Context: an optimization exercise on an open-source flow, tuned for small area, a short achievable clock period and few clock cycles. The choices shown serve that exercise and are no tape-out recipe. Where RTL was checked, it was by simulation tests only, not by an equivalence proof against the original. No functional check of the RTL was part of runs 1 and 2. No activity file was given, so power comes from the tool's default toggle rates.

===== config.mk =====
export PLATFORM = sky130hd
export DESIGN_NAME = fenc
export DESIGN_NICKNAME = fenc
export VERILOG_FILES = /design/flow/design.v
export SDC_FILE = /design/flow/constraint.sdc
export NUM_CORES = 4
export LEC_CHECK = 0
export CAP_MARGIN = 20
export CORE_MARGIN = 2
export CORE_UTILIZATION = 40
export SLEW_MARGIN = 20

===== constraint.sdc =====
create_clock -name core_clock -period 20.0 [get_ports {clk}]
set_input_delay 4.0000 -clock core_clock [delete_from_list [all_inputs] [get_ports {clk}]]
set_output_delay 4.0000 -clock core_clock [all_outputs]
set_load 0.01 [all_outputs]

===== design.v =====
module fenc_crc8 (
    input  wire [7:0] crc_in,
    input  wire [7:0] data,
    output wire [7:0] crc_out
);
    wire [15:0] v = {data, crc_in};
    assign crc_out[0] = ^(v & 16'hcbcb);
    assign crc_out[1] = ^(v & 16'h9696);
    assign crc_out[2] = ^(v & 16'he7e7);
    assign crc_out[3] = ^(v & 16'hcece);
    assign crc_out[4] = ^(v & 16'h5757);
    assign crc_out[5] = ^(v & 16'haeae);
    assign crc_out[6] = ^(v & 16'h9797);
    assign crc_out[7] = ^(v & 16'he5e5);
endmodule
module fenc_crc40 (
    input  wire [7:0] crc_in,
    input  wire [39:0] data,
    output wire [7:0] crc_out
);
    wire [47:0] v = {data, crc_in};
    assign crc_out[0] = ^(v & 48'hcbe117ed3e3e);
    assign crc_out[1] = ^(v & 48'h96c32fda7d7d);
    assign crc_out[2] = ^(v & 48'he7664859c5c5);
    assign crc_out[3] = ^(v & 48'hcecd90b28a8a);
    assign crc_out[4] = ^(v & 48'h577a36882b2b);
    assign crc_out[5] = ^(v & 48'haef46c105757);
    assign crc_out[6] = ^(v & 48'h9708cecd9090);
    assign crc_out[7] = ^(v & 48'he5f08b761f1f);
endmodule
module fenc_crc48 (
    input  wire [7:0] crc_in,
    input  wire [47:0] data,
    output wire [7:0] crc_out
);
    wire [55:0] v = {data, crc_in};
    assign crc_out[0] = ^(v & 56'hcbe117ed3e4646);
    assign crc_out[1] = ^(v & 56'h96c32fda7d8c8c);
    assign crc_out[2] = ^(v & 56'he7664859c55e5e);
    assign crc_out[3] = ^(v & 56'hcecd90b28abdbd);
    assign crc_out[4] = ^(v & 56'h577a36882b3d3d);
    assign crc_out[5] = ^(v & 56'haef46c10577a7a);
    assign crc_out[6] = ^(v & 56'h9708cecd90b2b2);
    assign crc_out[7] = ^(v & 56'he5f08b761f2323);
endmodule
module fenc_clamp (
    input  wire [15:0] v,
    input  wire        p,
    output wire [10:0] c
);
    wire big = v[14] | v[13] | v[12] | v[11];
    wire lo  = v[15] | (!big && (p ? fenc_lt(v[10:0], 11'd191) : fenc_lt(v[10:0], 11'd1000)));
    wire hi  = !v[15] && (big || (p ? fenc_gt(v[10:0], 11'd1792) : fenc_gt(v[10:0], 11'd2000)));
    assign c = lo ? (p ? 11'd191 : 11'd1000) : hi ? (p ? 11'd1792 : 11'd2000) : v[10:0];
    function fenc_lt(input [10:0] x, input [10:0] k);
        integer i;
        begin
            fenc_lt = 1'b0;
            for (i = 0; i < 11; i = i + 1)
                fenc_lt = k[i] ? (!x[i] || fenc_lt) : (!x[i] && fenc_lt);
        end
    endfunction
    function fenc_gt(input [10:0] x, input [10:0] k);
        integer i;
        begin
            fenc_gt = 1'b0;
            for (i = 0; i < 11; i = i + 1)
                fenc_gt = k[i] ? (x[i] && fenc_gt) : (x[i] || fenc_gt);
        end
    endfunction
endmodule
module fenc_add #(parameter integer W = 25) (
    input  wire [W-1:0] a,
    input  wire [W-1:0] b,
    output wire [W-1:0] s
);
    localparam integer L = $clog2(W);
    wire [W-1:0] g [0:L];
    wire [W-1:0] p [0:L];
    assign g[0] = a & b;
    assign p[0] = a ^ b;
    genvar l, i;
    generate
        for (l = 0; l < L; l = l + 1) begin : g_lvl
            for (i = 0; i < W; i = i + 1) begin : g_bit
                if (((i >> l) & 1) == 1) begin : g_comb
                    localparam integer J = ((i >> l) << l) - 1;
                    assign g[l+1][i] = g[l][i] | (p[l][i] & g[l][J]);
                    assign p[l+1][i] = p[l][i] & p[l][J];
                end else begin : g_pass
                    assign g[l+1][i] = g[l][i];
                    assign p[l+1][i] = p[l][i];
                end
            end
        end
    endgenerate
    assign s = p[0] ^ {g[L][W-2:0], 1'b0};
endmodule
module fenc_map (
    input  wire [15:0] a,
    input  wire        proto,         
    input  wire        thr,           
    input  wire        armed,
    input  wire [10:0] thrmax,
    output wire [10:0] v
);
    wire [24:0] a25 = {{9{a[15]}}, a};
    wire [24:0] o1 = a25 << 7;
    wire [24:0] o2 = proto ? (a25 << 6) : ~(a25 << 2);
    wire [24:0] o3 = proto ? (a25 << 3) : a25;
    wire [24:0] o4 = proto ? (thr ? (25'd191 << 9) : (25'd992 << 10))
                           : (thr ? (25'd1000 << 9) + 25'd1 : (25'd1500 << 10) + 25'd1);
    wire [24:0] s1 = o1 ^ o2 ^ o3;
    wire [24:0] c1 = ((o1 & o2) | (o1 & o3) | (o2 & o3)) << 1;
    wire [24:0] s2 = s1 ^ c1 ^ o4;
    wire [24:0] c2 = ((s1 & c1) | (s1 & o4) | (c1 & o4)) << 1;
    wire [24:0] z;
    fenc_add #(.W(25)) u_add (.a(s2), .b(c2), .s(z));
    wire [15:0] y = thr ? z[24:9] : {z[24], z[24:10]};
    wire big = y[14] | y[13] | y[12] | y[11];
    wire lo  = y[15] | (!big && (proto ? lt_c(y[10:0], 11'd191) : lt_c(y[10:0], 11'd1000)));
    wire hi  = !y[15] && (big || (thr ? gt_v(y[10:0], thrmax) :
                                  proto ? gt_v(y[10:0], 11'd1792) : gt_v(y[10:0], 11'd2000)));
    wire [10:0] hv  = thr ? thrmax : proto ? 11'd1792 : 11'd2000;
    wire [10:0] c   = lo ? (proto ? 11'd191 : 11'd1000) : hi ? hv : y[10:0];
    wire [10:0] dis = proto ? (thr ? 11'd191 : 11'd992) : (thr ? 11'd1000 : 11'd1500);
    assign v = armed ? c : dis;
    function lt_c(input [10:0] x, input [10:0] k);
        integer i;
        begin
            lt_c = 1'b0;
            for (i = 0; i < 11; i = i + 1)
                lt_c = k[i] ? (!x[i] || lt_c) : (!x[i] && lt_c);
        end
    endfunction
    function gt_v(input [10:0] x, input [10:0] k);
        integer i;
        begin
            gt_v = 1'b0;
            for (i = 0; i < 11; i = i + 1)
                gt_v = (x[i] && !k[i]) || (!(x[i] ^ k[i]) && gt_v);
        end
    endfunction
endmodule
module fenc_fbrd (
    input  wire [175:0] v,
    input  wire [7:0]   chk,
    input  wire         proto,        
    input  wire         n16,
    input  wire [5:0]   addr,
    output wire [7:0]   byte_o
);
    reg [7:0] cb, mb;
    always @* begin
        case (addr)
            6'd0: cb = 8'hC8;
            6'd1: cb = 8'h18;
            6'd2: cb = 8'h16;
            6'd3: cb = v[7:0];
            6'd4: cb = v[15:8];
            6'd5: cb = v[23:16];
            6'd6: cb = v[31:24];
            6'd7: cb = v[39:32];
            6'd8: cb = v[47:40];
            6'd9: cb = v[55:48];
            6'd10: cb = v[63:56];
            6'd11: cb = v[71:64];
            6'd12: cb = v[79:72];
            6'd13: cb = v[87:80];
            6'd14: cb = v[95:88];
            6'd15: cb = v[103:96];
            6'd16: cb = v[111:104];
            6'd17: cb = v[119:112];
            6'd18: cb = v[127:120];
            6'd19: cb = v[135:128];
            6'd20: cb = v[143:136];
            6'd21: cb = v[151:144];
            6'd22: cb = v[159:152];
            6'd23: cb = v[167:160];
            6'd24: cb = v[175:168];
            default: cb = chk;
        endcase
        case (addr)
            6'd0: mb = 8'h24;
            6'd1: mb = 8'h4D;
            6'd2: mb = 8'h3C;
            6'd3: mb = n16 ? 8'h20 : 8'h10;
            6'd4: mb = 8'hC8;
            6'd5: mb = v[7:0];
            6'd6: mb = {5'd0, v[10:8]};
            6'd7: mb = v[18:11];
            6'd8: mb = {5'd0, v[21:19]};
            6'd9: mb = v[29:22];
            6'd10: mb = {5'd0, v[32:30]};
            6'd11: mb = v[40:33];
            6'd12: mb = {5'd0, v[43:41]};
            6'd13: mb = v[51:44];
            6'd14: mb = {5'd0, v[54:52]};
            6'd15: mb = v[62:55];
            6'd16: mb = {5'd0, v[65:63]};
            6'd17: mb = v[73:66];
            6'd18: mb = {5'd0, v[76:74]};
            6'd19: mb = v[84:77];
            6'd20: mb = {5'd0, v[87:85]};
            6'd21: mb = n16 ? v[95:88] : chk;
            6'd22: mb = {5'd0, v[98:96]};
            6'd23: mb = v[106:99];
            6'd24: mb = {5'd0, v[109:107]};
            6'd25: mb = v[117:110];
            6'd26: mb = {5'd0, v[120:118]};
            6'd27: mb = v[128:121];
            6'd28: mb = {5'd0, v[131:129]};
            6'd29: mb = v[139:132];
            6'd30: mb = {5'd0, v[142:140]};
            6'd31: mb = v[150:143];
            6'd32: mb = {5'd0, v[153:151]};
            6'd33: mb = v[161:154];
            6'd34: mb = {5'd0, v[164:162]};
            6'd35: mb = v[172:165];
            6'd36: mb = {5'd0, v[175:173]};
            default: mb = chk;
        endcase
    end
    assign byte_o = proto ? cb : mb;
endmodule
module fenc (
    input  wire        clk,
    input  wire        rst,           
    input  wire        cmd_valid,
    output wire        cmd_ready,
    input  wire [31:0] cmd,
    output wire        rsp_valid,
    output wire        rsp_ok,
    output wire [15:0] rsp_data
);
    localparam [7:0] OP_NOP    = 8'h00, OP_LDAX   = 8'h01, OP_LDCH   = 8'h02,
                     OP_SETARM = 8'h03, OP_CSRW   = 8'h04, OP_CSRR   = 8'h05,
                     OP_RDAX   = 8'h06, OP_RDCH   = 8'h07, OP_RDFB   = 8'h08,
                     OP_POP    = 8'h09, OP_REWIND = 8'h0A, OP_RST    = 8'h0F,
                     OP_XORI   = 8'h10, OP_XORB   = 8'h11, OP_CRCI   = 8'h12,
                     OP_CRCB   = 8'h13, OP_MAPM   = 8'h20, OP_MAPC   = 8'h21,
                     OP_FMTM   = 8'h30, OP_FMTC   = 8'h31, OP_ENC    = 8'h40;
    reg         busy;                 
    reg         sq_map, sq_fmt;       
    reg [1:0]   sq_k;
    reg         sq_enc;               
    reg         sq_proto;             
    reg         rsp_ok_q;
    reg         rs_csr, rs_ax, rs_ch, rs_fb;    
    reg [5:0]   raddr;                
    reg [15:0]  ax [0:3];
    reg         armed_q;
    reg [15:0]  ch [0:15];
    reg [7:0]   xsum_q, crc_q;
    reg [175:0] fbp;                  
    reg [7:0]   fbchk;                
    reg         fvalid_q, fproto_q, fn16_q;
    reg [5:0]   optr_q;
    reg         err_q;
    reg [2:0]   ecode_q;
    reg [3:0]   cfg_q;                
    reg [10:0]  aom_q, tmm_q, aoc_q, tmc_q;    
    wire seq  = sq_map || sq_fmt;
    wire take = cmd_valid && !busy && !seq && !rst;
    assign cmd_ready = !busy && !seq && !rst;
    assign rsp_valid = busy && !rst;
    assign rsp_ok    = rsp_ok_q;
    wire [7:0]  op  = cmd[31:24];
    wire [7:0]  idx = cmd[23:16];
    wire [15:0] imm = cmd[15:0];
    wire idx0 = (idx == 8'd0);
    wire imm0 = (imm == 16'd0);
    reg legal;
    always @* begin
        case (op)
            OP_NOP, OP_POP, OP_REWIND, OP_RST, OP_XORI, OP_CRCI,
            OP_MAPM, OP_MAPC, OP_FMTM, OP_FMTC, OP_ENC:
                           legal = idx0 && imm0;
            OP_LDAX:       legal = (idx[7:2] == 6'd0);
            OP_LDCH:       legal = (idx[7:4] == 4'd0);
            OP_SETARM:     legal = idx0 && (imm[15:1] == 15'd0);
            OP_CSRW:       legal = 1'b1;
            OP_CSRR:       legal = imm0;
            OP_RDAX:       legal = (idx[7:2] == 6'd0) && imm0;
            OP_RDCH:       legal = (idx[7:4] == 4'd0) && imm0;
            OP_RDFB:       legal = imm0;
            OP_XORB, OP_CRCB:
                           legal = idx0 && (imm[15:8] == 8'd0);
            default:       legal = 1'b0;
        endcase
    end
    wire [5:0] flen = !fvalid_q ? 6'd0 : fproto_q ? 6'd26 : fn16_q ? 6'd38 : 6'd22;
    wire csr_rd_ok = (idx[7:3] == 5'd0 && idx[2:0] <= 3'd5) || (idx[7:2] == 6'd2);
    wire csr_wr_ok = idx0 || (idx[7:2] == 6'd2);
    reg [2:0] ecode_new;
    always @* begin
        ecode_new = 3'd0;
        if (!legal) ecode_new = 3'd1;
        else case (op)
            OP_CSRW: if (!csr_wr_ok) ecode_new = 3'd2;
            OP_CSRR: if (!csr_rd_ok) ecode_new = 3'd2;
            OP_RDFB: if (!fvalid_q) ecode_new = 3'd4;
                     else if ({2'b00, flen} <= idx) ecode_new = 3'd3;
            OP_POP:  if (!fvalid_q) ecode_new = 3'd4;
                     else if (optr_q == flen) ecode_new = 3'd3;
            default: ;
        endcase
    end
    wire ok = (ecode_new == 3'd0);
    wire go = take && ok;             
    wire do_rst = rst || (go && op == OP_RST);
    wire [1:0]  ax_sel = sq_map ? sq_k : raddr[1:0];
    wire [15:0] ax_rd  = ax[ax_sel];
    wire [1:0]  ch_q = sq_fmt ? sq_k : raddr[3:2];
    wire [15:0] ch_a [0:3];
    genvar gi;
    generate
        for (gi = 0; gi < 4; gi = gi + 1) begin : g_cha
            assign ch_a[gi] = ch[{ch_q, 2'b00} + gi];
        end
    endgenerate
    wire [15:0] ch_rd = ch_a[raddr[1:0]];
    wire [7:0] fb_byte;
    fenc_fbrd u_fbrd (.v(fbp), .chk(fbchk), .proto(fproto_q), .n16(fn16_q),
                      .addr(raddr), .byte_o(fb_byte));
    reg [15:0] csr_rdata;
    always @* begin
        case (raddr[3:0])
            4'h0:    csr_rdata = {12'd0, cfg_q};
            4'h1:    csr_rdata = {8'd0, 1'b0, ecode_q, 1'b0, err_q, fproto_q, fvalid_q};
            4'h2:    csr_rdata = {10'd0, flen};
            4'h3:    csr_rdata = {10'd0, optr_q};
            4'h4:    csr_rdata = {8'd0, xsum_q};
            4'h5:    csr_rdata = {8'd0, crc_q};
            4'h8:    csr_rdata = {5'd0, aom_q};
            4'h9:    csr_rdata = {5'd0, tmm_q};
            4'hA:    csr_rdata = {5'd0, aoc_q};
            default: csr_rdata = {5'd0, tmc_q};
        endcase
    end
    assign rsp_data = ({16{rs_csr}} & csr_rdata) | ({16{rs_ax}} & ax_rd) |
                      ({16{rs_ch}} & ch_rd) | {8'd0, {8{rs_fb}} & fb_byte};
    wire [43:0] f_vals;
    generate
        for (gi = 0; gi < 4; gi = gi + 1) begin : g_fcl
            fenc_clamp u_c (.v(ch_a[gi]), .p(sq_proto), .c(f_vals[11 * gi +: 11]));
        end
    endgenerate
    wire [10:0] imm_c;
    fenc_clamp u_cimm (.v(imm), .p(idx[1]), .c(imm_c));
    wire        m_thr = (sq_k == 2'd3);
    wire [10:0] m_out;
    fenc_map u_map (.a(ax_rd), .proto(sq_proto), .thr(m_thr), .armed(armed_q),
                    .thrmax(sq_proto ? tmc_q : tmm_q), .v(m_out));
    wire        m_ord  = sq_proto ? cfg_q[3] : cfg_q[2];
    wire [1:0]  m_slot = sq_k[1] ? {1'b1, sq_k[0] ^ m_ord} : sq_k;
    wire [10:0] m_aux  = (sq_k == 2'd0) ? (sq_proto ? 11'd191 : 11'd1000) :
                         armed_q ? (sq_proto ? 11'd1792 : 11'd2000) : (sq_proto ? aoc_q : aom_q);
    wire        ldch   = go && op == OP_LDCH;
    wire [15:0] bus_a  = do_rst ? 16'd0 : ldch ? imm : {5'd0, m_out};
    wire [15:0] bus_b  = do_rst ? 16'd0 : ldch ? imm : {5'd0, m_aux};
    wire [3:0] f_nib    = sq_k[1] ? fbp[131:128] : fbp[43:40];
    wire [7:0] f_crc_in = (sq_k == 2'd0) ? 8'hD3 : fbchk;      
    wire [7:0] f_crc_e, f_crc_o;
    fenc_crc40 u_crc_e (.crc_in(f_crc_in), .data(f_vals[39:0]), .crc_out(f_crc_e));
    fenc_crc48 u_crc_o (.crc_in(fbchk), .data({f_vals[43:0], f_nib}), .crc_out(f_crc_o));
    reg  [7:0] f_x;
    integer fi;
    always @* begin
        f_x = (sq_k == 2'd0) ? ((cfg_q[1] ? 8'h20 : 8'h10) ^ 8'hC8) : fbchk;
        if (!sq_k[1] || cfg_q[1])
            for (fi = 0; fi < 4; fi = fi + 1)
                f_x = f_x ^ f_vals[11 * fi +: 8] ^ {5'd0, f_vals[11 * fi + 8 +: 3]};
    end
    wire [7:0] f_chk = sq_proto ? (sq_k[0] ? f_crc_o : f_crc_e) : f_x;
    wire       f_end = sq_fmt && (sq_k == 2'd3);
    wire [7:0] crcb_out;
    fenc_crc8 u_crcb (.crc_in(crc_q), .data(imm[7:0]), .crc_out(crcb_out));
    integer k;
    always @(posedge clk) begin
        rsp_ok_q <= ok;
        rs_csr   <= ok && op == OP_CSRR;
        rs_ax    <= ok && op == OP_RDAX;
        rs_ch    <= ok && op == OP_RDCH;
        rs_fb    <= ok && (op == OP_RDFB || op == OP_POP);
        raddr    <= (op == OP_POP) ? optr_q : idx[5:0];
        if (rst) begin
            busy   <= 1'b0;
            sq_map <= 1'b0;
            sq_fmt <= 1'b0;
        end else begin
            busy <= take;
            if (go && (op == OP_MAPM || op == OP_MAPC || op == OP_ENC)) begin
                sq_map   <= 1'b1;
                sq_k     <= 2'd0;
                sq_enc   <= (op == OP_ENC);
                sq_proto <= (op == OP_ENC) ? cfg_q[0] : op[0];
            end else if (go && (op == OP_FMTM || op == OP_FMTC)) begin
                sq_fmt   <= 1'b1;
                sq_k     <= 2'd0;
                sq_proto <= op[0];
            end else if (seq) begin
                sq_k <= sq_k + 2'd1;
                if (sq_k == 2'd3) begin
                    sq_map <= 1'b0;
                    sq_fmt <= sq_map && sq_enc;
                end
            end
        end
        for (k = 0; k < 4; k = k + 1)
            if (do_rst || (ldch && idx[3:0] == k) || (sq_map && m_slot == k))
                ch[k] <= bus_a;
        if (do_rst || (ldch && idx[3:0] == 4) || (sq_map && sq_k == 2'd1))
            ch[4] <= bus_b;
        for (k = 5; k < 16; k = k + 1)
            if (do_rst || (ldch && idx[3:0] == k) || (sq_map && sq_k == 2'd0))
                ch[k] <= bus_b;
        if (sq_fmt) begin
            case (sq_k)
                2'd0: fbp[43:0]    <= f_vals;
                2'd1: fbp[87:44]   <= f_vals;
                2'd2: fbp[131:88]  <= f_vals;
                2'd3: fbp[175:132] <= f_vals;
            endcase
            fbchk <= f_chk;
        end
        if (do_rst) begin
            for (k = 0; k < 4; k = k + 1) ax[k] <= 16'd0;
            armed_q  <= 1'b0;
            xsum_q   <= 8'd0;
            crc_q    <= 8'd0;
            fvalid_q <= 1'b0;
            fproto_q <= 1'b0;
            fn16_q   <= 1'b0;
            optr_q   <= 6'd0;
            err_q    <= 1'b0;
            ecode_q  <= 3'd0;
            cfg_q    <= 4'b1000;
            aom_q    <= 11'd1000;
            tmm_q    <= 11'd2000;
            aoc_q    <= 11'd191;
            tmc_q    <= 11'd1792;
        end else begin
            if (take && !ok) begin
                err_q <= 1'b1;
                if (!err_q) ecode_q <= ecode_new;
            end
            if (go) case (op)
                OP_LDAX:   ax[idx[1:0]] <= imm;
                OP_SETARM: armed_q <= imm[0];
                OP_CSRW: case (idx[3:0])
                    4'h0:    cfg_q <= imm[3:0];
                    4'h8:    aom_q <= imm_c;
                    4'h9:    tmm_q <= imm_c;
                    4'hA:    aoc_q <= imm_c;
                    default: tmc_q <= imm_c;
                endcase
                OP_POP:    optr_q <= optr_q + 6'd1;
                OP_REWIND: optr_q <= 6'd0;
                OP_XORI:   xsum_q <= 8'd0;
                OP_XORB:   xsum_q <= xsum_q ^ imm[7:0];
                OP_CRCI:   crc_q  <= 8'd0;
                OP_CRCB:   crc_q  <= crcb_out;
                default: ;
            endcase
            if (f_end) begin
                if (sq_proto) crc_q  <= f_chk;
                else          xsum_q <= f_chk;
                fvalid_q <= 1'b1;
                fproto_q <= sq_proto;
                fn16_q   <= cfg_q[1];
                optr_q   <= 6'd0;
            end
        end
    end
endmodule

===== run.sh =====
#!/bin/bash
# synth_recipe.tcl (not shown) runs the flow's synth.tcl, then flattens the netlist and writes it again
# the make line also repeats each setting of config.mk as NAME=value (left out here)
make -C /OpenROAD-flow-scripts/flow DESIGN_CONFIG=/design/flow/config.mk WORK_HOME=/design/flow/orfs CLKGATE_MAP_FILE= SYNTH_SCRIPT=/design/flow/synth_recipe.tcl finish

==> impl_results.html, run 1 <==
<table>
<tr><th>Metric</th><th>Value</th></tr>
<tr><th colspan="2">Run status</th></tr>
<tr><td>Status</td><td>finished clean</td></tr>
<tr><th colspan="2">Global routing</th></tr>
<tr><td>Global-route wire length before repair</td><td>between 200 and 250 mm</td></tr>
<tr><td>Number of antenna violations at the first check in global routing</td><td>3</td></tr>
<tr><td>Largest net degree at the start of global routing</td><td>65</td></tr>
<tr><td>Aggregate global routing overflow</td><td>0</td></tr>
<tr><td>Number of global-route vias before repair</td><td>around 28000</td></tr>
<tr><td>Total GRT Usage</td><td>0.3031</td></tr>
<tr><th colspan="2">Critical path</th></tr>
<tr><td>Worst setup path class</td><td>reg -&gt; reg</td></tr>
<tr><td>Type of element capturing the critical path</td><td>flop</td></tr>
<tr><td>Cell with the largest stage delay on the worst path</td><td>sky130_fd_sc_hd__mux2i_4</td></tr>
<tr><td>Worst setup SP type</td><td>flop</td></tr>
<tr><td>Largest fanout on the critical path</td><td>17</td></tr>
<tr><td>Slowest cell delay on critical path</td><td>between 0.9 and 1 ns</td></tr>
<tr><td>Required time of the critical path</td><td>approximately 20 ns</td></tr>
<tr><td>Data arrival time of the worst path</td><td>roughly 10 ns</td></tr>
<tr><td>Most frequent cell on the critical path</td><td>sky130_fd_sc_hd__a21o_1</td></tr>
<tr><th colspan="2">Logic synthesis</th></tr>
<tr><td>Yosys top cell area share</td><td>0.4180</td></tr>
<tr><td>Main area contributors after synthesis</td><td>sky130_fd_sc_hd__edfxtp_1 (42%), sky130_fd_sc_hd__mux4_2 (5.8%), sky130_fd_sc_hd__xnor2_1 (5.7%), sky130_fd_sc_hd__dfxtp_1 (5.0%), sky130_fd_sc_hd__mux2i_1 (3.0%)</td></tr>
<tr><td>Area leader, netlist</td><td>sky130_fd_sc_hd__edfxtp_1</td></tr>
<tr><td>Number of instances in the synthesized netlist</td><td>between 3000 and 4000</td></tr>
<tr><td>Top FF cell, synth</td><td>sky130_fd_sc_hd__edfxtp_1</td></tr>
<tr><td>Proportion of synthesized chip area in sequential cells</td><td>0.4685</td></tr>
<tr><td>Number of synthesized register bits</td><td>600</td></tr>
<tr><td>Synthesized area per cell</td><td>approximately 11 µm²</td></tr>
<tr><td>Number of enable-type register cells in the synthesized netlist</td><td>between 500 and 600</td></tr>
<tr><td>Synthesis Warnings</td><td>7</td></tr>
<tr><td>Cell area after synthesis</td><td>0.03650 mm²</td></tr>
<tr><td>Synth async-reset ratio</td><td>0</td></tr>
<tr><td>Number of distinct library cell variants in the gate-level netlist after synthesis</td><td>110</td></tr>
<tr><td>Number of nets in the synthesized netlist</td><td>3423</td></tr>
<tr><th colspan="2">Finish</th></tr>
<tr><td>Multi-input logic area</td><td>0.01823 mm²</td></tr>
<tr><td>Area growth from synthesis to layout</td><td>10.85%</td></tr>
<tr><td>Seq. cell area</td><td>0.01710 mm²</td></tr>
<tr><td>Non-filler cells, final</td><td>~4500</td></tr>
<tr><td>FILL cells</td><td>8325</td></tr>
<tr><td>Commonest non-fill, non-tap cells in the layout</td><td>sky130_fd_sc_hd__edfxtp_1 (508), sky130_fd_sc_hd__nor2_1 (288), sky130_fd_sc_hd__nand2_1 (269)</td></tr>
<tr><td>Proportion of layout cells with a drive suffix above 1</td><td>0.1295</td></tr>
<tr><td>Count of inserted antenna diode cells</td><td>0</td></tr>
<tr><td>Most common library cell in the layout ignoring fill and taps</td><td>sky130_fd_sc_hd__edfxtp_1</td></tr>
<tr><td>Share of the core filled with cells in the final layout</td><td>0.4488</td></tr>
<tr><td>NumNets Final</td><td>3437</td></tr>
<tr><th colspan="2">Die</th></tr>
<tr><td>Starting Density</td><td>0.4048</td></tr>
<tr><td>Core Footprint</td><td>~0.090 mm²</td></tr>
<tr><td>Number of top-level pins</td><td>54</td></tr>
<tr><td>Number of placement rows</td><td>110</td></tr>
<tr><td>Die height</td><td>between 300 and 400 µm</td></tr>
<tr><td>Horizontal extent of the die</td><td>between 300 and 400 µm</td></tr>
<tr><td>Die area</td><td>between 0.09 and 0.1 mm²</td></tr>
<tr><th colspan="2">Clocking</th></tr>
<tr><td>CTS Buffer Depth</td><td>3</td></tr>
<tr><td>Count of clock tree sinks</td><td>600</td></tr>
<tr><td>Later-pin clock latency in the skew report</td><td>~0.67 ns</td></tr>
<tr><td>Root Driver</td><td>sky130_fd_sc_hd__clkbuf_16</td></tr>
<tr><td>Depth of the CTS H-tree</td><td>2</td></tr>
<tr><td>Postcts setup bufs</td><td>0</td></tr>
<tr><td>Clk pin slew, worst setup/hold paths</td><td>roughly 0.070 ns</td></tr>
<tr><td>Hold buffer count at cts</td><td>0</td></tr>
<tr><td>PostCTS Resize Cnt</td><td>0</td></tr>
<tr><td>Total clock buffers created by CTS</td><td>slightly above 60</td></tr>
<tr><td>TritonCTS clock tree</td><td>yes</td></tr>
<tr><th colspan="2">STA</th></tr>
<tr><td>Min cycle time layout</td><td>9.989 ns</td></tr>
<tr><td>Maximum frequency from static timing analysis</td><td>roughly 0.1 GHz</td></tr>
<tr><td>Total count of hold-check failures in the final report</td><td>0</td></tr>
<tr><td>Final worst path period share</td><td>0.4995</td></tr>
<tr><td>Pins over their slew limit</td><td>0</td></tr>
<tr><td>Slew Limit Headroom</td><td>0.1488</td></tr>
<tr><td>Final setup violation count</td><td>0</td></tr>
<tr><td>Worst clock skew</td><td>between 0.03 and 0.04 ns</td></tr>
<tr><td>Setup repair after global routing missed its margin</td><td>false</td></tr>
<tr><td>Final setup slack of the worst path</td><td>about 10 ns</td></tr>
<tr><td>Aggregate negative setup slack</td><td>0 ns</td></tr>
<tr><td>Transition time at the pin with the least slew margin</td><td>between 1 and 1.5 ns</td></tr>
<tr><th colspan="2">Job</th></tr>
<tr><td>Max cap viols</td><td>0</td></tr>
<tr><th colspan="2">Routing</th></tr>
<tr><td>Number of remaining DRC errors</td><td>0</td></tr>
<tr><td>Detailed-route wire length</td><td>between 100 and 150 mm</td></tr>
<tr><td>Antenna violation net count after detailed routing</td><td>0</td></tr>
<tr><td>Per-cell routed wire length</td><td>approximately 32 µm</td></tr>
<tr><td>DRT iter0 DRCs</td><td>~4400</td></tr>
<tr><td>Via count</td><td>around 30000</td></tr>
<tr><td>Via-per-instance ratio</td><td>6.500</td></tr>
<tr><td>Pre-Repair DR Iteration Count</td><td>10</td></tr>
<tr><th colspan="2">Placed design</th></tr>
<tr><td>Gp weighted congestion</td><td>around 1.0</td></tr>
<tr><td>Total instance count after detailed placement</td><td>4427</td></tr>
<tr><td>Final HPWL DP</td><td>107.5 mm</td></tr>
<tr><td>Worst setup slack after placement</td><td>10.10 ns</td></tr>
<tr><td>IO Port Bufs</td><td>53</td></tr>
<tr><th colspan="2">Worst hold path</th></tr>
<tr><td>Kind of path behind the tightest hold check</td><td>reg -&gt; reg</td></tr>
<tr><th colspan="2">Power</th></tr>
<tr><td>Power, Total</td><td>about 3500 µW</td></tr>
<tr><td>Highest ir drop seen on vdd</td><td>between 70 and 80 µV</td></tr>
<tr><td>Power density over cell area</td><td>slightly below 90 mW/mm²</td></tr>
<tr><td>Standby leakage power</td><td>about 0.014 µW</td></tr>
</table>
## through the flow
stage | cell area (µm²) | hold slack (ns)
floorplan | 36500 | 0.4458
global placement | 38480 | 0.4616
detailed placement | 38480 | 0.4742
CTS | 40460 | 0.4830
global route | 40460 | 0.5012
finish | 40460 | 0.4877
## cell usage after synthesis, drive strengths merged, types with 34 or more instances
| cell type | number |
|---|---|
| nand2b | 34 |
| xor2 | 74 |
| edfxtp | 508 |
| ha | 67 |
| a22o | 46 |
| nor4 | 38 |
| a211oi | 44 |
| buf | 48 |
| clkbuf | 141 |
| mux2 | 38 |
| xnor2 | 244 |
| nor3 | 72 |
| nand2 | 273 |
| nor2 | 293 |
| nand4 | 42 |
| a22oi | 92 |
| o21ai | 129 |
| a21oi | 138 |
| mux4 | 94 |
| dfxtp | 92 |
| inv | 133 |
| mux2i | 113 |
| a221oi | 73 |
| nand3 | 67 |
## sequential cells by signal, indices dropped and copies added (netlist names), 11 cells and up
name   flops
ch       256
fbp      176
ax        64
aoc_q     11
aom_q     11
tmc_q     11
tmm_q     11
## power breakdown
part / internal [µW] / leakage [µW] / switching (µW)
logic: 377 / 0.00758 / 606
registers: 1400 / 0.00569 / 22.2
clock network: 618 / 0.000959 / 525
## per-layer routing
metal  vias up  part of all wire  GRT usage
li1      12540                 -          -
met3       424              0.11    0.05924
met5         -           0.00019          0
met1     14540              0.40     0.4151
met4         4             0.054     0.1376
met2      2023              0.44     0.4657
## critical path: cells and delay by family, from the launching register on
family	cells	cell delay, ns
buffers and inverters	4	0.55
muxes	4	2.21
xor gates and xnor gates	3	0.49
DFF	1	0.79
AOI/OAI and AO/OA	12	3.28
adders and majority gates	4	1.62
and+or+nand+nor	3	0.67
## area by class of cell
class / count / share of cell area
clock inverters: 42 / 0.008103
repair buffers: 140 / 0.02920
multi-input cells: 2377 / 0.4506
well taps: 1176 / 0.03637
inverters: 134 / 0.01243
clock buffers: 74 / 0.04067
flip-flops and latches: 600 / 0.4226
## kinds of logic after synthesis
kind of cell               Yosys count  share of synthesized area
xor gates and xnor gates           325                    0.08252
and+or+nand+nor                    953                     0.1239
DFF                                600                     0.4685
AOI/OAI and AO/OA                  758                     0.1504
buffers and inverters              323                    0.03638
muxes                              245                     0.1017
adders and majority gates           96                    0.03668
## final timing paths
| check | start | to | slack [ns] | cells past startpoint |
|---|---|---|---|---|
| min reg2reg | aom_q[10]$_SDFFE_PN0P_ | aom_q[10]$_SDFFE_PN0P_ | 0.49 | 2 |
| max | sq_map$_SDFFE_PP0P_ | ch[1][10]$_DFFE_PP_ | 10.01 | 30 |
| min | aom_q[10]$_SDFFE_PN0P_ | aom_q[10]$_SDFFE_PN0P_ | 0.49 | 2 |
| max reg2reg | sq_map$_SDFFE_PP0P_ | ch[1][10]$_DFFE_PP_ | 10.01 | 30 |
==> run 2, diff against run 1 <==
--- a/design.v
+++ b/design.v
@@ -69,12 +69,11 @@
         end
     endfunction
 endmodule
-module fenc_add #(parameter integer W = 25) (
+module fenc_add #(parameter integer W = 25, parameter integer L = 5) (
     input  wire [W-1:0] a,
     input  wire [W-1:0] b,
     output wire [W-1:0] s
 );
-    localparam integer L = $clog2(W);
     wire [W-1:0] g [0:L];
     wire [W-1:0] p [0:L];
     assign g[0] = a & b;
@@ -100,9 +99,7 @@
     input  wire [15:0] a,
     input  wire        proto,         
     input  wire        thr,           
-    input  wire        armed,
-    input  wire [10:0] thrmax,
-    output wire [10:0] v
+    output wire [15:0] y
 );
     wire [24:0] a25 = {{9{a[15]}}, a};
     wire [24:0] o1 = a25 << 7;
@@ -116,7 +113,16 @@
     wire [24:0] c2 = ((s1 & c1) | (s1 & o4) | (c1 & o4)) << 1;
     wire [24:0] z;
     fenc_add #(.W(25)) u_add (.a(s2), .b(c2), .s(z));
-    wire [15:0] y = thr ? z[24:9] : {z[24], z[24:10]};
+    assign y = thr ? z[24:9] : {z[24], z[24:10]};
+endmodule
+module fenc_mapc (
+    input  wire [15:0] y,
+    input  wire        proto,         
+    input  wire        thr,           
+    input  wire        armed,
+    input  wire [10:0] thrmax,
+    output wire [10:0] v
+);
     wire big = y[14] | y[13] | y[12] | y[11];
     wire lo  = y[15] | (!big && (proto ? lt_c(y[10:0], 11'd191) : lt_c(y[10:0], 11'd1000)));
     wire hi  = !y[15] && (big || (thr ? gt_v(y[10:0], thrmax) :
@@ -242,12 +248,12 @@
                      OP_FMTM   = 8'h30, OP_FMTC   = 8'h31, OP_ENC    = 8'h40;
     reg         busy;                 
     reg         sq_map, sq_fmt;       
-    reg [1:0]   sq_k;
     reg         sq_enc;               
     reg         sq_proto;             
     reg         rsp_ok_q;
     reg         rs_csr, rs_ax, rs_ch, rs_fb;    
     reg [5:0]   raddr;                
+    reg [15:0]  m_y_q;                
     reg [15:0]  ax [0:3];
     reg         armed_q;
     reg [15:0]  ch [0:15];
@@ -307,16 +313,35 @@
         endcase
     end
     wire ok = (ecode_new == 3'd0);
-    wire go = take && ok;             
-    wire do_rst = rst || (go && op == OP_RST);
-    wire [1:0]  ax_sel = sq_map ? sq_k : raddr[1:0];
+    wire idx_lo2 = (idx[7:2] == 6'd0), idx_lo4 = (idx[7:4] == 4'd0);
+    wire imm_lo8 = (imm[15:8] == 8'd0), imm_lo1 = (imm[15:1] == 15'd0);
+    wire z0   = idx0 && imm0;
+    wire w_ldax  = take && op == OP_LDAX && idx_lo2;
+    wire ldch    = take && op == OP_LDCH && idx_lo4;
+    wire w_arm   = take && op == OP_SETARM && idx0 && imm_lo1;
+    wire w_csrw  = take && op == OP_CSRW;
+    wire w_pop   = take && op == OP_POP && z0 && fvalid_q && (optr_q != flen);
+    wire w_rew   = take && op == OP_REWIND && z0;
+    wire w_rst   = take && op == OP_RST && z0;
+    wire w_xori  = take && op == OP_XORI && z0;
+    wire w_xorb  = take && op == OP_XORB && idx0 && imm_lo8;
+    wire w_crci  = take && op == OP_CRCI && z0;
+    wire w_crcb  = take && op == OP_CRCB && idx0 && imm_lo8;
+    wire w_map   = take && (op == OP_MAPM || op == OP_MAPC || op == OP_ENC) && z0;
+    wire w_fmt   = take && (op == OP_FMTM || op == OP_FMTC) && z0;
+    reg  rst_cmd_q;
+    wire do_rst = rst || rst_cmd_q;
+    wire [2:0]  mk     = raddr[2:0];     
+    wire [1:0]  fq     = raddr[3:2];     
+    wire [1:0]  ax_sel = raddr[1:0];
     wire [15:0] ax_rd  = ax[ax_sel];
-    wire [1:0]  ch_q = sq_fmt ? sq_k : raddr[3:2];
+    wire [1:0]  ch_q = raddr[3:2];
     wire [15:0] ch_a [0:3];
     genvar gi;
     generate
         for (gi = 0; gi < 4; gi = gi + 1) begin : g_cha
-            assign ch_a[gi] = ch[{ch_q, 2'b00} + gi];
+            assign ch_a[gi] = ch_q[1] ? (ch_q[0] ? ch[12 + gi] : ch[8 + gi])
+                                      : (ch_q[0] ? ch[4 + gi]  : ch[gi]);
         end
     endgenerate
     wire [15:0] ch_rd = ch_a[raddr[1:0]];
@@ -348,32 +373,35 @@
     endgenerate
     wire [10:0] imm_c;
     fenc_clamp u_cimm (.v(imm), .p(idx[1]), .c(imm_c));
-    wire        m_thr = (sq_k == 2'd3);
+    wire [15:0] m_y;
+    fenc_map u_map (.a(ax_rd), .proto(sq_proto), .thr(mk == 3'd3), .y(m_y));
+    wire [1:0]  m_j   = mk[1:0] - 2'd1;
+    wire        m_thr = mk[2];
     wire [10:0] m_out;
-    fenc_map u_map (.a(ax_rd), .proto(sq_proto), .thr(m_thr), .armed(armed_q),
-                    .thrmax(sq_proto ? tmc_q : tmm_q), .v(m_out));
+    fenc_mapc u_mapc (.y(m_y_q), .proto(sq_proto), .thr(m_thr), .armed(armed_q),
+                      .thrmax(sq_proto ? tmc_q : tmm_q), .v(m_out));
     wire        m_ord  = sq_proto ? cfg_q[3] : cfg_q[2];
-    wire [1:0]  m_slot = sq_k[1] ? {1'b1, sq_k[0] ^ m_ord} : sq_k;
-    wire [10:0] m_aux  = (sq_k == 2'd0) ? (sq_proto ? 11'd191 : 11'd1000) :
+    wire [1:0]  m_slot = m_j[1] ? {1'b1, m_j[0] ^ m_ord} : m_j;
+    wire        m_wr   = sq_map && (mk != 3'd0);
+    wire [10:0] m_aux  = (mk == 3'd0) ? (sq_proto ? 11'd191 : 11'd1000) :
                          armed_q ? (sq_proto ? 11'd1792 : 11'd2000) : (sq_proto ? aoc_q : aom_q);
-    wire        ldch   = go && op == OP_LDCH;
     wire [15:0] bus_a  = do_rst ? 16'd0 : ldch ? imm : {5'd0, m_out};
     wire [15:0] bus_b  = do_rst ? 16'd0 : ldch ? imm : {5'd0, m_aux};
-    wire [3:0] f_nib    = sq_k[1] ? fbp[131:128] : fbp[43:40];
-    wire [7:0] f_crc_in = (sq_k == 2'd0) ? 8'hD3 : fbchk;      
+    wire [3:0] f_nib    = fq[1] ? fbp[131:128] : fbp[43:40];
+    wire [7:0] f_crc_in = (fq == 2'd0) ? 8'hD3 : fbchk;      
     wire [7:0] f_crc_e, f_crc_o;
     fenc_crc40 u_crc_e (.crc_in(f_crc_in), .data(f_vals[39:0]), .crc_out(f_crc_e));
     fenc_crc48 u_crc_o (.crc_in(fbchk), .data({f_vals[43:0], f_nib}), .crc_out(f_crc_o));
     reg  [7:0] f_x;
     integer fi;
     always @* begin
-        f_x = (sq_k == 2'd0) ? ((cfg_q[1] ? 8'h20 : 8'h10) ^ 8'hC8) : fbchk;
-        if (!sq_k[1] || cfg_q[1])
+        f_x = (fq == 2'd0) ? ((cfg_q[1] ? 8'h20 : 8'h10) ^ 8'hC8) : fbchk;
+        if (!fq[1] || cfg_q[1])
             for (fi = 0; fi < 4; fi = fi + 1)
                 f_x = f_x ^ f_vals[11 * fi +: 8] ^ {5'd0, f_vals[11 * fi + 8 +: 3]};
     end
-    wire [7:0] f_chk = sq_proto ? (sq_k[0] ? f_crc_o : f_crc_e) : f_x;
-    wire       f_end = sq_fmt && (sq_k == 2'd3);
+    wire [7:0] f_chk = sq_proto ? (fq[0] ? f_crc_o : f_crc_e) : f_x;
+    wire       f_end = sq_fmt && (fq == 2'd3);
     wire [7:0] crcb_out;
     fenc_crc8 u_crcb (.crc_in(crc_q), .data(imm[7:0]), .crc_out(crcb_out));
     integer k;
@@ -383,40 +411,44 @@
         rs_ax    <= ok && op == OP_RDAX;
         rs_ch    <= ok && op == OP_RDCH;
         rs_fb    <= ok && (op == OP_RDFB || op == OP_POP);
-        raddr    <= (op == OP_POP) ? optr_q : idx[5:0];
+        m_y_q    <= m_y;
+        if (!seq)
+            raddr <= (op == OP_POP) ? optr_q : idx[5:0];
+        else if (sq_map)
+            raddr <= (mk == 3'd4) ? 6'd0 : raddr + 6'd1;
+        else
+            raddr <= raddr + 6'd4;
+        rst_cmd_q <= !rst && w_rst;
         if (rst) begin
             busy   <= 1'b0;
             sq_map <= 1'b0;
             sq_fmt <= 1'b0;
         end else begin
             busy <= take;
-            if (go && (op == OP_MAPM || op == OP_MAPC || op == OP_ENC)) begin
+            if (w_map) begin
                 sq_map   <= 1'b1;
-                sq_k     <= 2'd0;
                 sq_enc   <= (op == OP_ENC);
                 sq_proto <= (op == OP_ENC) ? cfg_q[0] : op[0];
-            end else if (go && (op == OP_FMTM || op == OP_FMTC)) begin
+            end else if (w_fmt) begin
                 sq_fmt   <= 1'b1;
-                sq_k     <= 2'd0;
                 sq_proto <= op[0];
-            end else if (seq) begin
-                sq_k <= sq_k + 2'd1;
-                if (sq_k == 2'd3) begin
-                    sq_map <= 1'b0;
-                    sq_fmt <= sq_map && sq_enc;
-                end
+            end else if (sq_map && mk == 3'd4) begin
+                sq_map <= 1'b0;
+                sq_fmt <= sq_enc;
+            end else if (sq_fmt && fq == 2'd3) begin
+                sq_fmt <= 1'b0;
             end
         end
         for (k = 0; k < 4; k = k + 1)
-            if (do_rst || (ldch && idx[3:0] == k) || (sq_map && m_slot == k))
+            if (do_rst || (ldch && idx[3:0] == k) || (m_wr && m_slot == k))
                 ch[k] <= bus_a;
-        if (do_rst || (ldch && idx[3:0] == 4) || (sq_map && sq_k == 2'd1))
+        if (do_rst || (ldch && idx[3:0] == 4) || (sq_map && mk == 3'd1))
             ch[4] <= bus_b;
         for (k = 5; k < 16; k = k + 1)
-            if (do_rst || (ldch && idx[3:0] == k) || (sq_map && sq_k == 2'd0))
+            if (do_rst || (ldch && idx[3:0] == k) || (sq_map && mk == 3'd0))
                 ch[k] <= bus_b;
         if (sq_fmt) begin
-            case (sq_k)
+            case (fq)
                 2'd0: fbp[43:0]    <= f_vals;
                 2'd1: fbp[87:44]   <= f_vals;
                 2'd2: fbp[131:88]  <= f_vals;
@@ -445,24 +477,22 @@
                 err_q <= 1'b1;
                 if (!err_q) ecode_q <= ecode_new;
             end
-            if (go) case (op)
-                OP_LDAX:   ax[idx[1:0]] <= imm;
-                OP_SETARM: armed_q <= imm[0];
-                OP_CSRW: case (idx[3:0])
-                    4'h0:    cfg_q <= imm[3:0];
-                    4'h8:    aom_q <= imm_c;
-                    4'h9:    tmm_q <= imm_c;
-                    4'hA:    aoc_q <= imm_c;
-                    default: tmc_q <= imm_c;
-                endcase
-                OP_POP:    optr_q <= optr_q + 6'd1;
-                OP_REWIND: optr_q <= 6'd0;
-                OP_XORI:   xsum_q <= 8'd0;
-                OP_XORB:   xsum_q <= xsum_q ^ imm[7:0];
-                OP_CRCI:   crc_q  <= 8'd0;
-                OP_CRCB:   crc_q  <= crcb_out;
+            if (w_ldax) ax[idx[1:0]] <= imm;
+            if (w_arm)  armed_q <= imm[0];
+            if (w_csrw) case (idx)
+                8'h00: cfg_q <= imm[3:0];
+                8'h08: aom_q <= imm_c;
+                8'h09: tmm_q <= imm_c;
+                8'h0A: aoc_q <= imm_c;
+                8'h0B: tmc_q <= imm_c;
                 default: ;
             endcase
+            if (w_pop)  optr_q <= optr_q + 6'd1;
+            if (w_rew)  optr_q <= 6'd0;
+            if (w_xori) xsum_q <= 8'd0;
+            if (w_xorb) xsum_q <= xsum_q ^ imm[7:0];
+            if (w_crci) crc_q  <= 8'd0;
+            if (w_crcb) crc_q  <= crcb_out;
             if (f_end) begin
                 if (sq_proto) crc_q  <= f_chk;
                 else          xsum_q <= f_chk;
==> flow/run.sh (new file) <==
#!/bin/bash
# The standard layout (the standard.sh: its synthesis, placement, CTS and
# routing), with two settings changed for the steps after synthesis:
# - the ports get buf_4 buffers instead of the smallest buffer cell,
# - repair_timing is asked to leave 11.5 ns of setup slack at the design's
#   clock period, so that cells are sized for a shorter achieved period.
set -euo pipefail
bash standard.sh synth > orfs_synth.log 2>&1
bash standard.sh SETUP_SLACK_MARGIN=11.5 "BUFFER_PORTS_ARGS=-buffer_cell sky130_fd_sc_hd__buf_4" finish > orfs_layout.log 2>&1
==> standard.sh (new file) <==
#!/bin/bash
# synth_recipe.tcl (not shown) runs the flow's synth.tcl, then flattens the netlist and writes it again
# the make line also repeats each setting of config.mk as NAME=value (left out here)
make -C /OpenROAD-flow-scripts/flow DESIGN_CONFIG=/design/flow/config.mk WORK_HOME=/design/flow/orfs CLKGATE_MAP_FILE= SYNTH_SCRIPT=/design/flow/synth_recipe.tcl "${@:-finish}"
removed: run.sh
==> run 2 against run 1 <==
Still clean. Cell count down 4.0%. Via count down 5.9%. Register-to-register slack better by 3.7 ns. Synthesized area down 3.3%. Cell area down 2.6%. Routed wire length down 3.9%. Critical endpoint is now rsp_data[7].
==> impl_results.html, run 2 <==
<table>
<tr><th>Metric</th><th>Value</th></tr>
<tr><th colspan="2">Run status</th></tr>
<tr><td>Status</td><td>finished clean</td></tr>
<tr><th colspan="2">Power</th></tr>
<tr><td>Relative contribution of the clock network to total power</td><td>0.348</td></tr>
<tr><td>Standby leakage power</td><td>~0.014 µW</td></tr>
<tr><td>Power density over cell area</td><td>91.46 mW/mm²</td></tr>
<tr><td>Proportion of power drawn by combinational gates</td><td>0.241</td></tr>
<tr><td>Highest ir drop seen on vdd</td><td>about 73 µV</td></tr>
<tr><td>Total net switching power</td><td>between 1000 and 1500 µW</td></tr>
<tr><td>Relative contribution of sequential cells to total power</td><td>0.410</td></tr>
<tr><td>Switching share of total power</td><td>0.3086</td></tr>
<tr><td>Power Internal</td><td>between 2000 and 2500 µW</td></tr>
<tr><th colspan="2">Clocking</th></tr>
<tr><td>Later-pin clock latency in the skew report</td><td>0.64 ns</td></tr>
<tr><td>Clk pin slew, worst setup/hold paths</td><td>about 0.060 ns</td></tr>
<tr><td>Count of clock tree sinks</td><td>between 600 and 700</td></tr>
<tr><td>Total clock buffers created by CTS</td><td>67</td></tr>
<tr><td>Hold buffer count at cts</td><td>0</td></tr>
<tr><td>Root Driver</td><td>sky130_fd_sc_hd__clkbuf_16</td></tr>
<tr><td>CTS Buffer Depth</td><td>3</td></tr>
<tr><td>Depth of the CTS H-tree</td><td>3</td></tr>
<tr><td>TritonCTS clock tree</td><td>yes</td></tr>
<tr><th colspan="2">Finish</th></tr>
<tr><td>NumNets Final</td><td>3291</td></tr>
<tr><td>Register bank with the most flops</td><td>ch</td></tr>
<tr><td>Area growth from synthesis to layout</td><td>11.57%</td></tr>
<tr><td>Commonest non-fill, non-tap cells in the layout</td><td>sky130_fd_sc_hd__edfxtp_1 (508), sky130_fd_sc_hd__nand2_1 (287), sky130_fd_sc_hd__nor2_1 (258)</td></tr>
<tr><td>Largest registers</td><td>ch (256), fbp (176), ax (64)</td></tr>
<tr><td>Post-route standard cell area excluding fillers</td><td>about 0.04 mm²</td></tr>
<tr><td>Non-filler cells, final</td><td>4360</td></tr>
<tr><td>Proportion of layout cells with a drive suffix above 1</td><td>0.1373</td></tr>
<tr><td>Most common library cell in the layout ignoring fill and taps</td><td>sky130_fd_sc_hd__edfxtp_1</td></tr>
<tr><td>Max FFs per register</td><td>256</td></tr>
<tr><th colspan="2">Logic synthesis</th></tr>
<tr><td>Synthesis Warnings</td><td>7</td></tr>
<tr><td>Synthesized area per cell</td><td>11.19 µm²</td></tr>
<tr><td>Top FF cell, synth</td><td>sky130_fd_sc_hd__edfxtp_1</td></tr>
<tr><td>Synth async-reset ratio</td><td>0</td></tr>
<tr><td>Most frequent cells after synthesis</td><td>sky130_fd_sc_hd__edfxtp_1 (508), sky130_fd_sc_hd__nand2_1 (287), sky130_fd_sc_hd__nor2_1 (267)</td></tr>
<tr><td>Number of instances in the synthesized netlist</td><td>3154</td></tr>
<tr><td>Yosys top cell area share</td><td>0.4320</td></tr>
<tr><td>Cell area after synthesis</td><td>0.03531 mm²</td></tr>
<tr><td>Proportion of synthesized chip area in sequential cells</td><td>0.4927</td></tr>
<tr><td>Main area contributors after synthesis</td><td>sky130_fd_sc_hd__edfxtp_1 (43%), sky130_fd_sc_hd__dfxtp_1 (6.1%), sky130_fd_sc_hd__xnor2_1 (6.0%), sky130_fd_sc_hd__mux4_2 (5.1%), sky130_fd_sc_hd__nand2_1 (3.1%)</td></tr>
<tr><td>Number of enable-type register cells in the synthesized netlist</td><td>508</td></tr>
<tr><td>Number of distinct library cell variants in the gate-level netlist after synthesis</td><td>~100</td></tr>
<tr><td>Number of synthesized register bits</td><td>just over 600</td></tr>
<tr><td>Most frequently used cell type in the post-synthesis netlist</td><td>sky130_fd_sc_hd__edfxtp_1</td></tr>
<tr><td>Area leader, netlist</td><td>sky130_fd_sc_hd__edfxtp_1</td></tr>
<tr><td>Number of nets in the synthesized netlist</td><td>3292</td></tr>
<tr><th colspan="2">Routing</th></tr>
<tr><td>Pre-Repair DR Iteration Count</td><td>10</td></tr>
<tr><td>Detailed-route wire length</td><td>roughly 140 mm</td></tr>
<tr><td>Per-cell routed wire length</td><td>between 30 and 40 µm</td></tr>
<tr><td>DRT iter0 DRCs</td><td>roughly 4200</td></tr>
<tr><td>Via-per-instance ratio</td><td>6.375</td></tr>
<tr><td>Via count</td><td>around 28000</td></tr>
<tr><td>Number of remaining DRC errors</td><td>0</td></tr>
<tr><td>Antenna violation net count after detailed routing</td><td>0</td></tr>
<tr><th colspan="2">Placed design</th></tr>
<tr><td>Total instance count after detailed placement</td><td>approximately 4200</td></tr>
<tr><td>Gp weighted congestion</td><td>roughly 1.0</td></tr>
<tr><td>Final HPWL DP</td><td>between 100 and 150 mm</td></tr>
<tr><td>IO Port Bufs</td><td>53</td></tr>
<tr><td>Cell Area, Placed</td><td>approximately 0.037 mm²</td></tr>
<tr><th colspan="2">Global routing</th></tr>
<tr><td>Largest net degree at the start of global routing</td><td>between 50 and 60</td></tr>
<tr><td>Number of antenna violations at the first check in global routing</td><td>4</td></tr>
<tr><td>Global routing's busiest layer</td><td>met2</td></tr>
<tr><td>Number of global-route vias before repair</td><td>26340</td></tr>
<tr><td>Met2 GRT Util</td><td>0.4714</td></tr>
<tr><td>Global routing met1 resource utilization</td><td>0.4086</td></tr>
<tr><td>GR met3 Demand/Resource</td><td>0.04474</td></tr>
<tr><td>Total GRT Usage</td><td>0.3055</td></tr>
<tr><td>Global-route wire length before repair</td><td>197.4 mm</td></tr>
<tr><td>Aggregate global routing overflow</td><td>0</td></tr>
<tr><th colspan="2">Die</th></tr>
<tr><td>Horizontal extent of the die</td><td>between 300 and 400 µm</td></tr>
<tr><td>Die height</td><td>approximately 300 µm</td></tr>
<tr><td>Die area</td><td>0.09066 mm²</td></tr>
<tr><td>Starting Density</td><td>0.4051</td></tr>
<tr><td>Number of placement rows</td><td>roughly 110</td></tr>
<tr><td>Core Footprint</td><td>slightly below 0.09 mm²</td></tr>
<tr><td>Number of top-level pins</td><td>54</td></tr>
<tr><th colspan="2">STA</th></tr>
<tr><td>Maximum frequency from static timing analysis</td><td>~0.12 GHz</td></tr>
<tr><td>Setup repair after global routing missed its margin</td><td>true</td></tr>
<tr><td>Pins over their slew limit</td><td>0</td></tr>
<tr><td>Transition time at the pin with the least slew margin</td><td>about 1.1 ns</td></tr>
<tr><td>Worst clock skew</td><td>about 0.035 ns</td></tr>
<tr><td>Total count of hold-check failures in the final report</td><td>0</td></tr>
<tr><td>Final worst path period share</td><td>0.4255</td></tr>
<tr><td>Aggregate negative setup slack</td><td>0 ns</td></tr>
<tr><td>Slew Limit Headroom</td><td>0.2336</td></tr>
<tr><td>Min cycle time layout</td><td>8.509 ns</td></tr>
<tr><td>Final setup violation count</td><td>0</td></tr>
<tr><th colspan="2">Worst hold path</th></tr>
<tr><td>Kind of path behind the tightest hold check</td><td>reg -&gt; reg</td></tr>
<tr><th colspan="2">Critical path</th></tr>
<tr><td>Required time of the critical path</td><td>16.00 ns</td></tr>
<tr><td>Type of element capturing the critical path</td><td>output port</td></tr>
<tr><td>Data arrival time of the worst path</td><td>4.51 ns</td></tr>
<tr><td>Largest fanout on the critical path</td><td>28</td></tr>
<tr><td>Worst setup SP type</td><td>flop</td></tr>
<tr><td>Worst setup path class</td><td>reg -&gt; out</td></tr>
<tr><th colspan="2">Job</th></tr>
<tr><td>Max cap viols</td><td>0</td></tr>
</table>
run 2: routing by layer:
layer / vias up / wire (µm)
met5: - / 0
met1: 13740 / 54770
met4: 0 / 10210
li1: 11920 / -
met3: 413 / 12460
met2: 1733 / 62280
run 2: logic make-up after synthesis:
| logic type | count (synthesis) | share of synthesized area |
|---|---|---|
| AOI/OAI and AO/OA | 766 | 0.1549 |
| buffers and inverters | 324 | 0.03841 |
| and+or+nand+nor | 874 | 0.1151 |
| DFF | 615 | 0.4927 |
| adders and majority gates | 103 | 0.04203 |
| muxes | 145 | 0.07009 |
| xor gates and xnor gates | 327 | 0.08675 |
run 2: layout make-up:
class                           count  area, µm²
Antenna cell                        1      2.502
Clock inverter                     35      411.6
Clock buffer                       85       1777
Sequential cell                   615      17400
Timing Repair Buffer              148       1192
Tap cell                         1155       1445
Inverter                          106      397.9
Multi-Input combinational cell   2215      16760
Fill cell                        8021      47760
run 2: final timing paths:
kind	start	slack, ns	endpoint	depth (start not counted)
setup reg to reg	raddr[3]$_DFF_P_	13.73	fbchk[1]$_DFFE_PP_	14
hold reg to reg	tmc_q[6]$_SDFFE_PN0P_	0.49	tmc_q[6]$_SDFFE_PN0P_	2
hold / removal	tmc_q[6]$_SDFFE_PN0P_	0.49	tmc_q[6]$_SDFFE_PN0P_	2
setup / recovery	ax_sel[0]$_DFFE_PP_	11.49	rsp_data[7]	13
run 2: worst max-delay path, cell delays in order (launching register included):
cell                       delay, ns
sky130_fd_sc_hd__edfxtp_1       0.41
sky130_fd_sc_hd__buf_12         0.20
sky130_fd_sc_hd__inv_1          0.15
sky130_fd_sc_hd__ha_1           0.19
sky130_fd_sc_hd__buf_6          0.31
sky130_fd_sc_hd__and2_4         0.32
sky130_fd_sc_hd__buf_4          0.27
sky130_fd_sc_hd__nor4_2         0.08
sky130_fd_sc_hd__buf_4          0.22
sky130_fd_sc_hd__nand2_1        0.09
sky130_fd_sc_hd__nand4_1        0.11
sky130_fd_sc_hd__a222oi_1       0.99
sky130_fd_sc_hd__o21ai_1        0.28
sky130_fd_sc_hd__buf_4          0.24
run 2: metrics by stage:
stage / power, µW / hold slack [ns] / setup slack [ns] / util
4_1_cts: 3592 / 0.4863 / 11.51 / 0.4506
3_3_place_gp: 2342 / 0.4728 / 10.90 / 0.4238
2_1_floorplan: 2079 / 0.4447 / 11.62 / -
5_1_grt: 3723 / 0.5277 / 11.49 / 0.4520
3_5_place_dp: 2346 / 0.4773 / 10.95 / 0.4239
6_report: 3603 / 0.4906 / 11.49 / 0.4520
run 2: power groups by stage:
stage / Combinational (µW) / Sequential [µW] / Clock (µW)
finish: 870 / 1480 / 1260
floorplan: 590 / 1490 / 0
detailed placement: 840 / 1510 / 0
CTS: 849 / 1480 / 1270
global route: 924 / 1480 / 1320
global placement: 837 / 1500 / 0
run 2: what timing repair did:
action                     in CTS  in global routing
buffers inserted                7                  3
pin swaps                       2                  4
resized for setup              20                 14
setup endpoints to repair      12                  9
==> run 3, diff against run 2 <==
--- a/design.v
+++ b/design.v
@@ -253,7 +253,6 @@
     reg         rsp_ok_q;
     reg         rs_csr, rs_ax, rs_ch, rs_fb;    
     reg [5:0]   raddr;                
-    reg [15:0]  m_y_q;                
     reg [15:0]  ax [0:3];
     reg         armed_q;
     reg [15:0]  ch [0:15];
@@ -331,7 +330,7 @@
     wire w_fmt   = take && (op == OP_FMTM || op == OP_FMTC) && z0;
     reg  rst_cmd_q;
     wire do_rst = rst || rst_cmd_q;
-    wire [2:0]  mk     = raddr[2:0];     
+    wire [1:0]  mk     = raddr[1:0];     
     wire [1:0]  fq     = raddr[3:2];     
     wire [1:0]  ax_sel = raddr[1:0];
     wire [15:0] ax_rd  = ax[ax_sel];
@@ -374,16 +373,15 @@
     wire [10:0] imm_c;
     fenc_clamp u_cimm (.v(imm), .p(idx[1]), .c(imm_c));
     wire [15:0] m_y;
-    fenc_map u_map (.a(ax_rd), .proto(sq_proto), .thr(mk == 3'd3), .y(m_y));
-    wire [1:0]  m_j   = mk[1:0] - 2'd1;
-    wire        m_thr = mk[2];
+    wire        m_thr = (mk == 2'd3);
+    fenc_map u_map (.a(ax_rd), .proto(sq_proto), .thr(m_thr), .y(m_y));
     wire [10:0] m_out;
-    fenc_mapc u_mapc (.y(m_y_q), .proto(sq_proto), .thr(m_thr), .armed(armed_q),
+    fenc_mapc u_mapc (.y(m_y), .proto(sq_proto), .thr(m_thr), .armed(armed_q),
                       .thrmax(sq_proto ? tmc_q : tmm_q), .v(m_out));
     wire        m_ord  = sq_proto ? cfg_q[3] : cfg_q[2];
-    wire [1:0]  m_slot = m_j[1] ? {1'b1, m_j[0] ^ m_ord} : m_j;
-    wire        m_wr   = sq_map && (mk != 3'd0);
-    wire [10:0] m_aux  = (mk == 3'd0) ? (sq_proto ? 11'd191 : 11'd1000) :
+    wire [1:0]  m_slot = mk[1] ? {1'b1, mk[0] ^ m_ord} : mk;
+    wire        m_wr   = sq_map;
+    wire [10:0] m_aux  = (mk == 2'd0) ? (sq_proto ? 11'd191 : 11'd1000) :
                          armed_q ? (sq_proto ? 11'd1792 : 11'd2000) : (sq_proto ? aoc_q : aom_q);
     wire [15:0] bus_a  = do_rst ? 16'd0 : ldch ? imm : {5'd0, m_out};
     wire [15:0] bus_b  = do_rst ? 16'd0 : ldch ? imm : {5'd0, m_aux};
@@ -411,11 +409,10 @@
         rs_ax    <= ok && op == OP_RDAX;
         rs_ch    <= ok && op == OP_RDCH;
         rs_fb    <= ok && (op == OP_RDFB || op == OP_POP);
-        m_y_q    <= m_y;
         if (!seq)
             raddr <= (op == OP_POP) ? optr_q : idx[5:0];
         else if (sq_map)
-            raddr <= (mk == 3'd4) ? 6'd0 : raddr + 6'd1;
+            raddr <= (mk == 2'd3) ? 6'd0 : raddr + 6'd1;
         else
             raddr <= raddr + 6'd4;
         rst_cmd_q <= !rst && w_rst;
@@ -432,7 +429,7 @@
             end else if (w_fmt) begin
                 sq_fmt   <= 1'b1;
                 sq_proto <= op[0];
-            end else if (sq_map && mk == 3'd4) begin
+            end else if (sq_map && mk == 2'd3) begin
                 sq_map <= 1'b0;
                 sq_fmt <= sq_enc;
             end else if (sq_fmt && fq == 2'd3) begin
@@ -442,10 +439,10 @@
         for (k = 0; k < 4; k = k + 1)
             if (do_rst || (ldch && idx[3:0] == k) || (m_wr && m_slot == k))
                 ch[k] <= bus_a;
-        if (do_rst || (ldch && idx[3:0] == 4) || (sq_map && mk == 3'd1))
+        if (do_rst || (ldch && idx[3:0] == 4) || (sq_map && mk == 2'd1))
             ch[4] <= bus_b;
         for (k = 5; k < 16; k = k + 1)
-            if (do_rst || (ldch && idx[3:0] == k) || (sq_map && mk == 3'd0))
+            if (do_rst || (ldch && idx[3:0] == k) || (sq_map && mk == 2'd0))
                 ch[k] <= bus_b;
         if (sq_fmt) begin
             case (fq)
==> flow/run.sh (replaced) <==
#!/bin/bash
# The standard layout (the standard.sh: its synthesis, placement, CTS and
# routing), with settings changed for the steps after synthesis:
# - the ports get buf_4 buffers instead of the smallest buffer cell,
# - repair_timing is asked to leave 11.5 ns of setup slack at the design's
#   clock period, so that cells are sized for a shorter achieved period,
# - core utilisation 60%.
set -euo pipefail
bash standard.sh synth > orfs_synth.log 2>&1
bash standard.sh SETUP_SLACK_MARGIN=11.5 CORE_UTILIZATION=60 "BUFFER_PORTS_ARGS=-buffer_cell sky130_fd_sc_hd__buf_4" finish > orfs_layout.log 2>&1
==> run 3 against run 2 <==
Largest power group unchanged. Non-clock buffer count decreased by 37. Critical endpoint is now rsp_data[5]. Hold slack got worse by 0.0038 ns. Routed wire length increased by 4.6%. Largest cell class unchanged.
==> impl_results.html, run 3 <==
<table>
<tr><th>Metric</th><th>Value</th></tr>
<tr><th colspan="2">Clocking</th></tr>
<tr><td>Count of clock tree sinks</td><td>around 600</td></tr>
<tr><td>Clk pin slew, worst setup/hold paths</td><td>0.06 ns</td></tr>
<tr><td>Hold buffer count at cts</td><td>0</td></tr>
<tr><th colspan="2">Run status</th></tr>
<tr><td>Status</td><td>finished clean</td></tr>
<tr><th colspan="2">Placed design</th></tr>
<tr><td>IO Port Bufs</td><td>53</td></tr>
<tr><td>Gp weighted congestion</td><td>about 1.1</td></tr>
<tr><th colspan="2">Logic synthesis</th></tr>
<tr><td>Number of nets in the synthesized netlist</td><td>roughly 3200</td></tr>
<tr><td>Number of synthesized register bits</td><td>between 500 and 600</td></tr>
<tr><td>Number of instances in the synthesized netlist</td><td>3106</td></tr>
<tr><th colspan="2">STA</th></tr>
<tr><td>Transition time at the pin with the least slew margin</td><td>about 1.3 ns</td></tr>
<tr><td>Final setup violation count</td><td>0</td></tr>
<tr><td>Final worst path period share</td><td>0.4265</td></tr>
<tr><th colspan="2">Routing</th></tr>
<tr><td>Via-per-instance ratio</td><td>~7.7</td></tr>
<tr><th colspan="2">Critical path</th></tr>
<tr><td>Worst Reg2Reg Path Length in Cells</td><td>26</td></tr>
<tr><td>Worst R2R Start</td><td>raddr[0]$_DFFE_PP_</td></tr>
<tr><td>Cell breakdown of the critical path</td><td>buf_4, mux4_2, a222oi_1, o21ai_0, a222oi_1, nand2_1, buf_4</td></tr>
<tr><td>Capturing point of the worst reg2reg path</td><td>ch[3][1]$_DFFE_PP_</td></tr>
<tr><td>Critical path launch point</td><td>raddr[3]$_DFF_P_</td></tr>
<tr><td>Largest fanout on the critical path</td><td>around 70</td></tr>
<tr><th colspan="2">Power</th></tr>
<tr><td>Standby leakage power</td><td>0.01386 µW</td></tr>
<tr><th colspan="2">Global routing</th></tr>
<tr><td>Largest net degree at the start of global routing</td><td>around 110</td></tr>
<tr><th colspan="2">Finish</th></tr>
<tr><td>Register bank with the most flops</td><td>ch</td></tr>
<tr><td>Max FFs per register</td><td>between 200 and 300</td></tr>
</table>
run 3: changes by cell type after synthesis, moves of 16 or more:
cell                      delta
sky130_fd_sc_hd__a22oi_1    -23
sky130_fd_sc_hd__dfxtp_1    -16
sky130_fd_sc_hd__inv_1      +22
sky130_fd_sc_hd__nand2_1    -44
sky130_fd_sc_hd__nand3_1    +16
sky130_fd_sc_hd__xnor2_1    -38
run 3: worst max-delay path by stage:
stage,to,slack [ns],cells after the start
after global routing,cmd_ready,11.51,3
after floorplan,cmd_ready,11.53,1
after global placement,rsp_data[0],11.29,13
after CTS,rsp_data[6],11.51,16
final,rsp_data[5],11.47,7
after detailed placement,ch[0][3]$_DFFE_PP_,11.17,26
run 3: through the flow:
step                hold slack [ns]  instance area (µm²)  worst slack [ns]
detailed placement           0.4691                36160             11.17
floorplan                    0.4488                35190             11.53
global placement             0.4686                36130             11.29
CTS                          0.4828                38300             11.51
finish                       0.4868                38480             11.47
global route                 0.5139                38480             11.51
run 3: area by class of cell:
class	instances	area (µm²)
Antenna cell	2	5.005
Clock buffer	77	1618
Clock inverter	36	390.4
Fill cell	4072	19320
Inverter	131	493.0
Multi-Input combinational cell	2174	17030
Sequential cell	599	17080
Tap cell	765	957.2
Timing Repair Buffer	111	903.4
run 3: logic make-up after synthesis:
kind of cell | Yosys count | share of synthesized area
muxes | 150 | 0.07303
DFF | 599 | 0.4853
AOI/OAI and AO/OA | 771 | 0.1599
xor gates and xnor gates | 303 | 0.08612
buffers and inverters | 333 | 0.04018
adders and majority gates | 98 | 0.04004
and+or+nand+nor | 852 | 0.1155
run 3: timing repair:
item                                    4_1_cts  5_1_grt
buffers inserted                              6        1
gates resized for setup                      19       27
endpoints found under the hold margin         0        0
gates cloned                                  0        0
endpoints found under the setup margin       48       52
pin swaps                                     2        2
run 3: layer usage:
metal | GRT usage | up-vias | share of wire
met5 | 0 | - | 0
met4 | 0.3273 | 0 | 0.093
met3 | 0.1620 | 850 | 0.15
met2 | 0.7090 | 3123 | 0.42
met1 | 0.5986 | 14310 | 0.33
li1 | - | 11810 | -
run 3: power by group through the flow:
stage,Combinational (µW),Clock [µW],Sequential [µW]
2_1_floorplan,705,0,1430
3_3_place_gp,1020,0,1430
3_5_place_dp,1030,0,1440
4_1_cts,1050,1170,1410
5_1_grt,1150,1210,1410
6_report,1120,1180,1410
run 3: worst max-delay path, delay by kind of cell, from the launching register on:
kind | cells | cell delay (ns)
flops | 1 | 0.48
buf+inv | 2 | 0.99
simple gates | 1 | 0.20
mux | 1 | 0.60
compound gates | 3 | 1.52
Testbench counts of run 3, summed over its fixed seeds: cycles 604,871.

==> port drivers added, routing unchanged <==
How much do the figures lean on ideal ports? The routed layouts below were timed once more, with nothing changed but the port constraints. Step 1 assumes that a clkbuf_16 drives the clock port and a buf_2 every other input. Step 2, shift: input delay + t, output delay - t, t = (earliest + latest rising clock arrival at the registers) / 2. This alone moves slack from input paths to output paths. Slacks: ideal / step 1 / step 2; pairs: ideal / step 1.
run	shift t [ns]	setup slack, ns
run 1	0.726	10.011 / 10.011 / 10.011
run 2	0.686	11.491 / 11.425 / 11.498
run 3	0.712	11.469 / 11.406 / 11.511
After both steps setup and hold are still met in every run listed.
